This design comes from an exercise in tuning for small area, a short achievable clock period and few clock cycles on the open sky130 flow, not from production work. Where RTL was checked, it was by simulation tests only, not by an equivalence proof against the original. Power and IR drop assume default switching activity.

// sw_link_core
module sw_link_core (
    input  wire         clk,
    input  wire         rst,             
    input  wire [7:0]   cfg_self_addr,   
    input  wire [7:0]   cfg_peer_addr,   
    input  wire [6:0]   prog_len,        
    output wire [5:0]   prog_addr,       
    input  wire [7:0]   prog_data,       
    output wire         call_valid,
    output wire [3:0]   call_op,
    output wire [3:0]   call_len,
    output wire [111:0] call_data,
    input  wire         call_ready,
    input  wire         resp_ok,
    input  wire [1:0]   resp_mode,
    input  wire [3:0]   resp_len,
    input  wire [111:0] resp_data,
    input  wire         irq_rx,          
    input  wire         host_req,        
    input  wire [23:0]  host_slots,
    output wire [5:0]   err,
    output wire [1:0]   rej_reason,
    output wire [1:0]   lsm_state,
    output wire [5:0]   ord_code,
    output wire         halted
);
    localparam [3:0] OP_ENTER_RX    = 4'd0,
                     OP_TX_NONEMPTY = 4'd1,
                     OP_FLUSH_TX    = 4'd2,
                     OP_SEND        = 4'd3,
                     OP_READ_STATUS = 4'd4,
                     OP_RX_NONEMPTY = 4'd5,
                     OP_FLUSH_RX    = 4'd6,
                     OP_RECEIVE     = 4'd7,
                     OP_SAMPLE      = 4'd8,
                     OP_EMIT        = 4'd9;
    localparam [1:0] M_IDLE = 2'd0, M_RX = 2'd1, M_TX = 2'd2, M_REC = 2'd3;
    localparam [4:0] X_NOP        = 5'b00_000,
                     X_SAMPLE     = 5'b00_010,
                     X_HOSTFWD    = 5'b00_011,
                     X_ORDREQ_ACK = 5'b00_100,
                     X_ENC_VALUE  = 5'b01_000,
                     X_ENC_ORDER  = 5'b01_001,
                     X_DEC_VALUE  = 5'b01_010,
                     X_DEC_ORDER  = 5'b01_011,
                     X_ORD_PACK   = 5'b10_000,
                     X_ORD_TAGCUR = 5'b10_001,
                     X_ORD_UNPACK = 5'b10_010,
                     X_ORD_APPLY  = 5'b10_011,
                     X_LINK_INIT  = 5'b11_000,
                     X_LINK_SEND  = 5'b11_001,
                     X_LINK_REARM = 5'b11_010,
                     X_LINK_RECV  = 5'b11_011,
  ...
Size in the first run: about 2100 cells after synthesis, roughly 540 flip-flops, roughly 21000 um^2 of cells after synthesis.
Settings: LEC_CHECK=0, CAP_MARGIN=20, CORE_MARGIN=2, CORE_UTILIZATION=35, CTS_CLUSTER_DIAMETER=150, CTS_CLUSTER_SIZE=25, SETUP_SLACK_MARGIN=2.8, SLEW_MARGIN=20; clock period 5.0 ns.
standard.sh (not shown) runs the stock make flow with config.mk's settings and CLKGATE_MAP_FILE= SYNTH_SCRIPT=/design/flow/synth_recipe.tcl, a recipe that flattens the netlist after the stock synthesis.
==> flow/flow/run.sh <==
#!/bin/bash
# Standard layout, with the port buffers made of the smallest buffer cell.
set -euo pipefail
export BUFFER_PORTS_ARGS="-buffer_cell sky130_fd_sc_hd__buf_1"
bash standard.sh > standard_flow.log 2>&1
The first run finished clean.
==> next run, changes <==
ABC_AREA = 1   (was unset)
The new run ran to the end with no violations.
Wire length falls by 2.3%.
Worst setup slack improves by 0.26 ns.
Global-route usage is about the same.
Combinational power goes down by 16%.
Core utilization is lower by 2.2 points.
Sequential cell count stays the same.
Clock skew falls by 0.0058 ns.
Critical path depth went up by 6.
Non-clock buffer count shrinks by 80.
Cell count increases by 6.4%.
Design area drops by 5.1%.
No functional check of the RTL was part of any run of this note.

## old
Another version of the RTL of sw_link_core (not shown whole).
For scale: roughly 2,000 cells after synthesis, about 320 I/O pins, about 21,000 um2 of cells after synthesis.
clock: 5.0 ns
lec_check: 0
cap_margin: 20
core_margin: 2
core_utilization: 35
cts_cluster_diameter: 150
cts_cluster_size: 25
setup_slack_margin: 2.4
slew_margin: 20
Scripts as last shown in full above: flow/flow/run.sh
diff inputs: old => new
Settings: SETUP_SLACK_MARGIN now 2.8, was 2.4; ABC_AREA now 1, previously not set.
==> comparison <==
Of new and old, the run reporting the lower worst slack at placement was new.
Die span in y: new vs old, no meaningful difference
For the routed wire length, new came in about 7% higher than old did.
Looking at met1 track demand over resource in global routing, new sits 0.59 points above old.
The run with more setup slack is new; old has less.
new ends up with lower slew of the pin with the lowest slew margin than old does.
No run of this note included a check of the RTL's function; only the layout flow was run.

## run H
Another version of the RTL of sw_link_core (not shown whole).
For scale: about 1700 cells after synthesis, roughly 450 flip-flops, ~0.018 mm^2 of cells after synthesis.
clock: 5.0 ns
lec_check: 0
cap_margin: 20
core_margin: 2
core_utilization: 35
cts_buf_list: sky130_fd_sc_hd__clkbuf_8
cts_cluster_size: 25
setup_slack_margin: 2.2
slew_margin: 20
Scripts as last shown in full above: flow/flow/run.sh
Both conditions hold for run H: the flow ran to the end and the final layout passed the timing, design-rule and antenna checks.
What run K does differently from run H at the input level:
# run H
export LEC_CHECK = 0
export CAP_MARGIN = 20
export CORE_MARGIN = 2
export CORE_UTILIZATION = 35
export CTS_BUF_LIST = sky130_fd_sc_hd__clkbuf_8
export CTS_CLUSTER_SIZE = 25
export SETUP_SLACK_MARGIN = 2.2
export SLEW_MARGIN = 20
create_clock -name core_clock -period 5.0 [get_ports {clk}]
# run K
export LEC_CHECK = 0
export CAP_MARGIN = 20
export CORE_MARGIN = 2
export CORE_UTILIZATION = 35
export SETUP_SLACK_MARGIN = 2.2
export SLEW_MARGIN = 20
create_clock -name core_clock -period 5.0 [get_ports {clk}]
Findings:
- Status: sequential share of layout area parity (run H, run K)
- When run K is measured against run H, its cell count turns out about 2.2% lower.
- Run H -> run K: buffer count excluding the clock tree in the final layout decreased slightly
- Changes observed in run K relative to run H: met1 usage in global routing level, length of routed met3 wiring has decreased.
- The lower clock network fraction of design power of run H and run K is in run H.
- Run H -> run K: number of maximum-capacitance violations delta 0, exact match
- Compared run K vs run H, and final critical-path share of the clock period is down in run K.
- Global-route usage on run K is down relative to run H.
- For final area, run H and run K come out practically identical.
Function was not checked in any run of this note: the RTL went through the layout flow alone.

== alpha ==
Another version of the RTL of sw_link_core (not shown whole).
Size: roughly 1900 cells after synthesis, about 510 flip-flops, roughly 320 I/O pins.
Settings: LEC_CHECK=0, CAP_MARGIN=20, CORE_MARGIN=2, CORE_UTILIZATION=35, SETUP_SLACK_MARGIN=2.0, SLEW_MARGIN=20; clock period 5.0 ns.
Scripts as last shown in full above: flow/flow/run.sh
Testbench counts of alpha, summed over its fixed seeds: cycles 32,362.
Setup changes, alpha to beta
# alpha
export LEC_CHECK = 0
export CAP_MARGIN = 20
export CORE_MARGIN = 2
export CORE_UTILIZATION = 35
export SETUP_SLACK_MARGIN = 2.0
export SLEW_MARGIN = 20
create_clock -name core_clock -period 5.0 [get_ports {clk}]
# beta
export LEC_CHECK = 0
export CAP_MARGIN = 20
export CORE_MARGIN = 2
export CORE_UTILIZATION = 35
export CTS_CLUSTER_DIAMETER = 150
export CTS_CLUSTER_SIZE = 30
export SETUP_SLACK_MARGIN = 2.4
export SLEW_MARGIN = 20
create_clock -name core_clock -period 5.0 [get_ports {clk}]
--- outcome ---
Part of the total power dissipated in sequential elements ends up higher on beta.
Inserted tap cell count: beta vs alpha — no meaningful difference
A endpoint of the worst setup timing path of cop[1] is what alpha shows, while cop[3] belongs to beta.
The register-to-register slack reported for beta is greater than that of alpha by 0.35 ns.
On global-route usage, the lower figure sits with beta, not alpha.
From alpha to beta the numbers moved as follows: cell area decreased by 3.9% relative to the old numbers, buffer share of cell area increased by 1.1 points relative to the old numbers, maximum frequency increased by 13% relative to the old numbers, share of cell area taken by multi-input logic gates increased by 2.4 points relative to the old numbers, post-CTS setup buffer count increased by 9 relative to the old numbers.

## run 1
Another version of the RTL of sw_link_core (not shown whole).
For scale: roughly 2200 cells after synthesis, about 540 flip-flops, roughly 21000 um^2 of cells after synthesis.
// sw_link_core
module sw_link_core (
    input  wire         clk,
    input  wire         rst,             
    input  wire [7:0]   cfg_self_addr,   
    input  wire [7:0]   cfg_peer_addr,   
    input  wire [6:0]   prog_len,        
    output wire [5:0]   prog_addr,       
    input  wire [7:0]   prog_data,       
    output wire         call_valid,
    output wire [3:0]   call_op,
    output wire [3:0]   call_len,
    output wire [111:0] call_data,
    input  wire         call_ready,
    input  wire         resp_ok,
    input  wire [1:0]   resp_mode,
    input  wire [3:0]   resp_len,
    input  wire [111:0] resp_data,
    input  wire         irq_rx,          
    input  wire         host_req,        
    input  wire [23:0]  host_slots,
    output wire [5:0]   err,
    output wire [1:0]   rej_reason,
    output wire [1:0]   lsm_state,
    output wire [5:0]   ord_code,
    output wire         halted
);
export LEC_CHECK = 0
export ABC_AREA = 1
export CAP_MARGIN = 20
export CORE_MARGIN = 2
export CORE_UTILIZATION = 35
export CTS_CLUSTER_DIAMETER = 150
export CTS_CLUSTER_SIZE = 25
export SETUP_SLACK_MARGIN = 2.8
export SLEW_MARGIN = 20
create_clock -name core_clock -period 5.0 [get_ports {clk}]
Scripts as last shown in full above: flow/flow/run.sh
Testbench counts of run 1, summed over its fixed seeds: cycles 28,475.
diff inputs: run 1 => run 2
# run 1
export LEC_CHECK = 0
export ABC_AREA = 1
export CAP_MARGIN = 20
export CORE_MARGIN = 2
export CORE_UTILIZATION = 35
export CTS_CLUSTER_DIAMETER = 150
export CTS_CLUSTER_SIZE = 25
export SETUP_SLACK_MARGIN = 2.8
export SLEW_MARGIN = 20
create_clock -name core_clock -period 5.0 [get_ports {clk}]
# run 2
export LEC_CHECK = 0
export ABC_AREA = 1
export CAP_MARGIN = 20
export CORE_MARGIN = 2
export CORE_UTILIZATION = 45
export CTS_CLUSTER_DIAMETER = 150
export CTS_CLUSTER_SIZE = 25
export SETUP_SLACK_MARGIN = 2.8
export SLEW_MARGIN = 20
create_clock -name core_clock -period 5.0 [get_ports {clk}]
## What came out
- Across run 1 and run 2, the outcome is the same: a clean finish for every run.
- Taking run 1 over run 2, the total wire length after detailed routing ratio works out to 1.05.
- Global-route wire length before repair ended up 3.8% lower on run 2 than on run 1.
- Run 1 leaves more setup margin than run 2.
- Die area: lower on run 2
- Changes observed in run 2 relative to run 1: final period utilization climbed 1.0 points; shortest clock period the worst path allows after layout climbed 51 ps.
- The post-route core utilization reported for run 2 is greater than that of run 1 by 11 points.
## Diff of input files: run 3 against run 2
# run 2
export LEC_CHECK = 0
export ABC_AREA = 1
export CAP_MARGIN = 20
export CORE_MARGIN = 2
export CORE_UTILIZATION = 45
export CTS_CLUSTER_DIAMETER = 150
export CTS_CLUSTER_SIZE = 25
export SETUP_SLACK_MARGIN = 2.8
export SLEW_MARGIN = 20
create_clock -name core_clock -period 5.0 [get_ports {clk}]
# run 3
export LEC_CHECK = 0
export ABC_AREA = 1
export CAP_MARGIN = 20
export CORE_MARGIN = 2
export CORE_UTILIZATION = 35
export CTS_CLUSTER_DIAMETER = 150
export CTS_CLUSTER_SIZE = 25
export PLACE_DENSITY = 0.7
export SETUP_SLACK_MARGIN = 2.8
export SLEW_MARGIN = 20
create_clock -name core_clock -period 5.0 [get_ports {clk}]
Notes after the runs:
- Run 3: done, clean on timing, DRC and antenna
- Per the comparison of run 3 with run 2, sequential share of layout area shrank by 0.62 points; relative contribution of combinational cells to total power decreased by 0.2 points relative to the old numbers; global-route total usage across every layer went down; routed wire length increased by about 4.5% relative to the old numbers.
- Changes observed in run 3 relative to run 2: final worst setup slack lost 45 ps, internal power summed over all cells did not really move.
- Relative to run 2, run 3 degrades total power after layout.

Another version of the RTL of sw_link_core (not shown whole).
Size in the first run: about 2200 cells after synthesis, about 320 I/O pins.
// sw_link_core
module sw_link_core (
    input  wire         clk,
    input  wire         rst,             
    input  wire [7:0]   cfg_self_addr,   
    input  wire [7:0]   cfg_peer_addr,   
    input  wire [6:0]   prog_len,        
    output wire [5:0]   prog_addr,       
    input  wire [7:0]   prog_data,       
    output wire         call_valid,
    output wire [3:0]   call_op,
    output wire [3:0]   call_len,
    output wire [111:0] call_data,
    input  wire         call_ready,
    input  wire         resp_ok,
    input  wire [1:0]   resp_mode,
    input  wire [3:0]   resp_len,
    input  wire [111:0] resp_data,
    input  wire         irq_rx,          
    input  wire         host_req,        
    input  wire [23:0]  host_slots,
    output wire [5:0]   err,
    output wire [1:0]   rej_reason,
    output wire [1:0]   lsm_state,
    output wire [5:0]   ord_code,
    output wire         halted
);
export LEC_CHECK = 0
export ABC_AREA = 1
export CAP_MARGIN = 20
export CORE_MARGIN = 2
export CORE_UTILIZATION = 35
export CTS_CLUSTER_DIAMETER = 150
export CTS_CLUSTER_SIZE = 25
export SETUP_SLACK_MARGIN = 2.4
export SLEW_MARGIN = 20
create_clock -name core_clock -period 5.0 [get_ports {clk}]
Scripts as last shown in full above: flow/flow/run.sh
Testbench counts at the start, summed over its fixed seeds: cycles 29,868.
==> next run, changes <==
- SETUP_SLACK_MARGIN: 2.4 -> 2.7
Effect:
- sequential power stays flat
- final cell count is higher by 0.47%
- non-clock buffer count rises by 12
==> next run, changes <==
- CORE_UTILIZATION: 35 -> 50
- PLACE_DENSITY: not set -> 0.75
- SETUP_SLACK_MARGIN: 2.7 -> 2.4
The changed run produced a clean layout. Wire length went down by 11%. Count of clock-buffer cells in the layout decreases by 4. Clock skew rose by 0.013 ns. Global-route usage rose by 5.1 points. Total power came out lower by about 1.4%. Synthesized area stays the same. Fmax fell by 12%. Setup slack got worse by 0.29 ns. Design area shrinks by about 3.6%. Cell count drops by about 8%.

Setup of garnet:
Starting RTL as in the previous note.
export LEC_CHECK = 0
export ABC_AREA = 1
export CAP_MARGIN = 20
export CORE_MARGIN = 2
export CORE_UTILIZATION = 35
export CTS_CLUSTER_DIAMETER = 150
export CTS_CLUSTER_SIZE = 20
export SETUP_SLACK_MARGIN = 2.8
export SLEW_MARGIN = 20
create_clock -name core_clock -period 5.0 [get_ports {clk}]
Scripts as last shown in full above: flow/flow/run.sh
Testbench counts of garnet, summed over its fixed seeds: cycles 29,868.
--- input diff garnet..nickel ---
- CAP_MARGIN changed from 20 to 10
- CTS_CLUSTER_SIZE changed from 20 to 25
- SLEW_MARGIN changed from 20 to 10
Notes after the runs:
- The run showing the greater met2 wire length is garnet.
- The combinational power reported for nickel is smaller than that of garnet by about 0.9%.
- Critical path depth ends up higher on nickel.
- A origin of the worst setup path of pc[0] is what garnet shows, while ir[0] belongs to nickel.
- For nickel, the category of the most critical setup path was reg -> reg, unlike garnet, where it was reg -> out.
- Compared with garnet, in nickel first-pass GRT wire length was more or less identical, clock network fraction of total power went down by 2.3 points.
- Looking at register-to-register slack, nickel sits 0.06 ns below garnet.
- Power in nickel vs garnet: down about 3.5%
- On nickel: clock-cell share of area is 0.64 points lower than what garnet gave.
- garnet reports its timing endpoint of the critical path as prog_addr[0] while nickel reports cd[27].
Edits applied to the flow inputs when going from nickel to indigo:
- swapping 10 for 20 in SLEW_MARGIN
- swapping 10 for 20 in CAP_MARGIN
[summary]
- Comparing nickel against indigo, there is no change at all in setup slack.
- indigo vs. nickel: wire length held steady, synthesis-to-finish area growth held steady, depth of the most critical reg-to-reg path held steady, multi-input combinational cell count held steady.
- Final area: indigo vs nickel identical
- indigo and nickel ended up with roughly the same number of enable-type register cells in the synthesized netlist.
- indigo -> nickel: final weighted congestion of routability-driven global placement delta 0, exact match
- As far as post-synthesis instance total goes, nickel and indigo are indistinguishable; the numbers are identical.
> inputs changed (indigo -> willow)
- clearing ABC_AREA, which used to be 1
- swapping 2.8 for 2.4 in SETUP_SLACK_MARGIN
==> comparison <==
willow went all the way through the flow, and no timing, DRC or antenna check failed. As far as proportion of final cell area spent on non-clock buffers is concerned, willow and indigo perform about the same. willow vs. indigo: maximum buffer depth of the clock tree has remained practically unchanged; total number of multi-input combinational cells shrank by 30; post-synthesis cell count decreased by 198 relative to the old numbers; post-synthesis instance area up 0.40%. Route | willow vs indigo | wire shorter in willow. Re synthesis-to-layout area growth: indigo was higher than willow. indigo → willow: sequential share of cell area closely matched the old numbers; mean instance size in the synthesized netlist rose by 0.98 um2.
Edits applied to the flow inputs when going from willow to ember:
- SETUP_SLACK_MARGIN: 2.4 -> 3.0
- ABC_AREA: unset -> 1
### Flow results
- ember did not stop at any stage, and its layout met the timing, design-rule and antenna checks.
- Diff willow -> ember | clock skew | increase of 0.0092 ns
- On setup slack, the lower figure sits with willow, not ember.
- Relative to willow, global routing usage on met3 has gone down in ember.
- Power after layout for ember is higher than for willow.
- ember vs willow, instance count: ember higher
- Relative to willow, the ratio of cells with drive above 1 in the final layout of ember is higher by 14 points.
- Number of well taps, ember vs willow: down slightly
- Going from willow to ember, wire length reported by the detailed router grew by a little under 10%.
- Final design area excluding fillers: ember worse than willow
- The higher count of cell instances traversed by the critical path of ember and willow is in willow.

-- static timing again, ports no longer ideal --
The flow's constraints put no driver on any port. The routed layouts listed below were extracted and timed again, unchanged, in two steps. Step 1 (the two cells are an assumption about what drives the block):
set clk [get_ports {clk}]
set_driving_cell -lib_cell sky130_fd_sc_hd__clkbuf_16 $clk
set_driving_cell -lib_cell sky130_fd_sc_hd__buf_2 [delete_from_list [all_inputs] $clk]
Step 2 moves the port delays by t, midway between the first and last clock arrival at a register: inputs arrive t later, outputs are due t later. That takes back most of the time a late clock gives input paths. Slacks: ideal ports / drivers / drivers and shift; pairs: ideal ports / drivers.
| run | t (ns) | slack for setup (ns) | hold WS [ns] | clock arrival spread, ns | worst data-port slew with drivers (ns) |
|---|---|---|---|---|---|
| the first run of note 1 | 0.649 | 2.001 / 2.001 / 1.554 | 0.424 / 0.424 / 0.424 | 0.037 / 0.037 | 0.10 |
| the second run of note 1 | 0.639 | 2.258 / 2.258 / 1.721 | 0.452 / 0.452 / 0.452 | 0.030 / 0.029 | 0.10 |
| old | 0.641 | 2.445 / 2.479 / 1.838 | 0.454 / 0.454 / 0.454 | 0.020 / 0.020 | 0.12 |
| new | 0.665 | 2.614 / 2.552 / 2.024 | 0.453 / 0.453 / 0.453 | 0.027 / 0.027 | 0.11 |
| run H | 0.690 | 2.120 / 2.069 / 1.710 | 0.418 / 0.418 / 0.418 | 0.050 / 0.051 | 0.11 |
| run K | 0.629 | 2.175 / 2.120 / 1.722 | 0.428 / 0.428 / 0.428 | 0.018 / 0.018 | 0.11 |
| alpha | 0.668 | 2.142 / 2.141 / 1.558 | 0.449 / 0.449 / 0.449 | 0.033 / 0.034 | 0.08 |
| beta | 0.619 | 2.478 / 2.490 / 1.889 | 0.458 / 0.458 / 0.458 | 0.027 / 0.027 | 0.08 |
| run 1 | 0.630 | 2.834 / 2.779 / 2.231 | 0.431 / 0.431 / 0.431 | 0.024 / 0.024 | 0.09 |
| run 2 | 0.625 | 2.783 / 2.760 / 2.181 | 0.427 / 0.427 / 0.427 | 0.033 / 0.033 | 0.09 |
| run 3 | 0.650 | 2.738 / 2.687 / 2.236 | 0.415 / 0.415 / 0.415 | 0.032 / 0.032 | 0.10 |
| the first run of note 6 | 0.633 | 2.452 / 2.452 / 1.926 | 0.454 / 0.454 / 0.454 | 0.026 / 0.027 | 0.10 |
| the second run of note 6 | 0.629 | 2.751 / 2.694 / 2.226 | 0.455 / 0.455 / 0.455 | 0.016 / 0.017 | 0.10 |
| the third run of note 6 | 0.625 | 2.457 / 2.457 / 1.975 | 0.451 / 0.451 / 0.451 | 0.032 / 0.032 | 0.08 |
| garnet | 0.650 | 2.829 / 2.774 / 2.261 | 0.450 / 0.450 / 0.450 | 0.040 / 0.040 | 0.08 |
| nickel | 0.626 | 2.831 / 2.779 / 2.293 | 0.452 / 0.452 / 0.452 | 0.032 / 0.032 | 0.08 |
| indigo | 0.626 | 2.831 / 2.779 / 2.293 | 0.452 / 0.452 / 0.452 | 0.032 / 0.032 | 0.08 |
| willow | 0.633 | 2.454 / 2.454 / 1.903 | 0.457 / 0.457 / 0.457 | 0.019 / 0.018 | 0.10 |
| ember | 0.631 | 2.796 / 2.738 / 2.231 | 0.452 / 0.452 / 0.452 | 0.030 / 0.030 | 0.09 |
After both steps every run listed still meets setup and hold. The setup slack of old, which loses most, moves by +0.034 ns with the drivers and by -0.607 ns with both steps.
